Context: an optimization exercise on an open-source flow, tuned for small area, a short achievable clock period and few clock cycles per item. The choices shown serve that exercise and are no tape-out recipe. The RTL was checked by simulation tests, not by an equivalence proof against the original design. Power figures rest on the tool's default switching activity, not on a simulated workload.

==> flow/design.v (excerpt) <==
module iac_core (
    input  wire        clk,
    input  wire        rst,
    input  wire        cmd_valid,
    output reg         cmd_ready,
    input  wire [31:0] cmd,
    input  wire [63:0] cursor,
    input  wire [3:0]  coil_in,
    input  wire [31:0] now_ms,
    output reg         rsp_valid,
    output reg  [1:0]  rsp_status,
    output reg  [88:0] rsp_data,
    output reg         ent_valid,
    output reg  [36:0] ent_data,
    output wire [3:0]  coil_out,
    output reg         coil_wr,
    output wire        drv_power,
    output wire        drv_moving_o,
    output wire [15:0] tick_ms
);
For scale: ~1700 flip-flops, ~290 I/O pins, ~71000 um^2 of cells after synthesis.
Settings: LEC_CHECK=0, ABC_CLOCK_PERIOD_IN_PS=3000, CAP_MARGIN=20, CORE_MARGIN=2, CORE_UTILIZATION=60, PLACE_DENSITY=0.7, SLEW_MARGIN=20; clock period 10.0 ns.
standard.sh (not shown) runs the stock make flow with config.mk's settings and CLKGATE_MAP_FILE= SYNTH_SCRIPT=/design/flow/synth_recipe.tcl, a recipe that flattens the netlist after the stock synthesis.
==> flow/flow/run.sh <==
#!/bin/bash
# The standard layout (the standard flow's constraints and clock period) with:
#  - plain buf_4 port buffers instead of the delay buffers buffer_ports
#    picks by default,
#  - clock tree sinks clustered in somewhat larger groups and no dummy loads.
set -euo pipefail
bash standard.sh "BUFFER_PORTS_ARGS=-buffer_cell sky130_fd_sc_hd__buf_4" \
    "CTS_ARGS=-sink_clustering_enable -repair_clock_nets -dont_use_dummy_load -sink_clustering_size 20 -sink_clustering_max_diameter 60" \
    SETUP_SLACK_MARGIN=6.75 finish > standard_make.log 2>&1
The starting point produced a clean layout.
Testbench counts at the start, summed over its fixed seeds: cycles 32,015, commands 24,000.
Change:
--- a/flow/flow/run.sh
+++ b/flow/flow/run.sh
@@ -7,3 +7,3 @@
 bash standard.sh "BUFFER_PORTS_ARGS=-buffer_cell sky130_fd_sc_hd__buf_4" \
     "CTS_ARGS=-sink_clustering_enable -repair_clock_nets -dont_use_dummy_load -sink_clustering_size 20 -sink_clustering_max_diameter 60" \
-    SETUP_SLACK_MARGIN=6.75 finish > standard_make.log 2>&1
+    SETUP_SLACK_MARGIN=6.5 finish > standard_make.log 2>&1
Settings changed: CORE_UTILIZATION 60 to 55, PLACE_DENSITY 0.7 to 0.65.
Outcome: The changed run passed the timing, DRC and antenna checks; wire length goes up slightly; power hardly moves; via count decreases slightly; utilization is lower by 6.7 points; sequential share of layout area went up by 0.61 points; cell count goes up by a few percent; worst hold slack got worse by 0.0040 ns; sequential cell count does not change; final area drops slightly; global-route usage fell by 2.6 points.
Change:
Settings changed: CORE_UTILIZATION 55 to 60, PLACE_DENSITY 0.65 to 0.7.
The changed run finished clean.
Via count came out higher slightly.
Wire length came out lower slightly.
Cell count came out lower by a few percent.
Design area is about the same.
Worst setup slack improves by 0.035 ns.
Power is about the same.
Global-route usage came out higher by 2.2 points.
Sequential cell count stays the same.

* * *

iac_core, a different RTL version from the one above (not shown whole).
Size in the first run: about 5400 cells after synthesis, ~1700 flip-flops, roughly 290 I/O pins, ~69000 µm² of cells after synthesis.
Settings: LEC_CHECK=0, ABC_CLOCK_PERIOD_IN_PS=3000, CAP_MARGIN=20, CORE_MARGIN=2, CORE_UTILIZATION=60, PLACE_DENSITY=0.7, SLEW_MARGIN=20; clock period 10.0 ns.
==> flow/flow/run.sh <==
#!/bin/bash
set -euo pipefail
bash standard.sh SETUP_SLACK_MARGIN=6.5 finish > standard_make.log 2>&1
Testbench counts at the start, summed over its fixed seeds: cycles 32,015, commands 24,000.
Edit:
==> flow/flow/run.sh (replaced) <==
#!/bin/bash
# The standard layout (the standard flow's constraints and clock period) with:
#  - plain buf_4 port buffers instead of the delay buffers buffer_ports
#    picks by default,
#  - clock tree sinks clustered in somewhat larger groups and no dummy loads.
set -euo pipefail
bash standard.sh "BUFFER_PORTS_ARGS=-buffer_cell sky130_fd_sc_hd__buf_4" \
    "CTS_ARGS=-sink_clustering_enable -repair_clock_nets -dont_use_dummy_load -sink_clustering_size 20 -sink_clustering_max_diameter 60" \
    SETUP_SLACK_MARGIN=6.5 finish > standard_make.log 2>&1
What happened: Flip-flop and latch count does not change; worst setup slack degrades by 0.050 ns; non-clock buffer count grows by 9.

separate check: timing with driven ports:
The results above use ideal ports. As a check the final layouts listed here were re-extracted and re-timed, cells and wires unchanged. Step 1 assumes that a clkbuf_16 drives the clock port and a buf_2 every other input. Step 2 also shifts input and output timing later by t, the mid clock arrival at the registers, as if the neighbouring blocks saw the same clock. Three values: ideal, step 1, step 2; two values: the first two.
run | shift t [ns] | setup slack, ns | worst data-port slew with drivers (ns)
the first run of note 1 | 0.806 | 6.267 / 6.281 / 5.514 | 0.09
the second run of note 1 | 0.832 | 6.257 / 6.269 / 5.437 | 0.11
the third run of note 1 | 0.809 | 6.292 / 6.325 / 5.537 | 0.10
the first run of note 2 | 0.852 | 6.231 / 6.231 / 5.495 | 0.11
the second run of note 2 | 0.797 | 6.180 / 6.180 / 5.425 | 0.10
After both steps setup and hold are still met in every run listed. For the second run of note 1, which loses most, drivers alone change the setup slack by +0.012 ns; drivers and shift together by -0.820 ns.
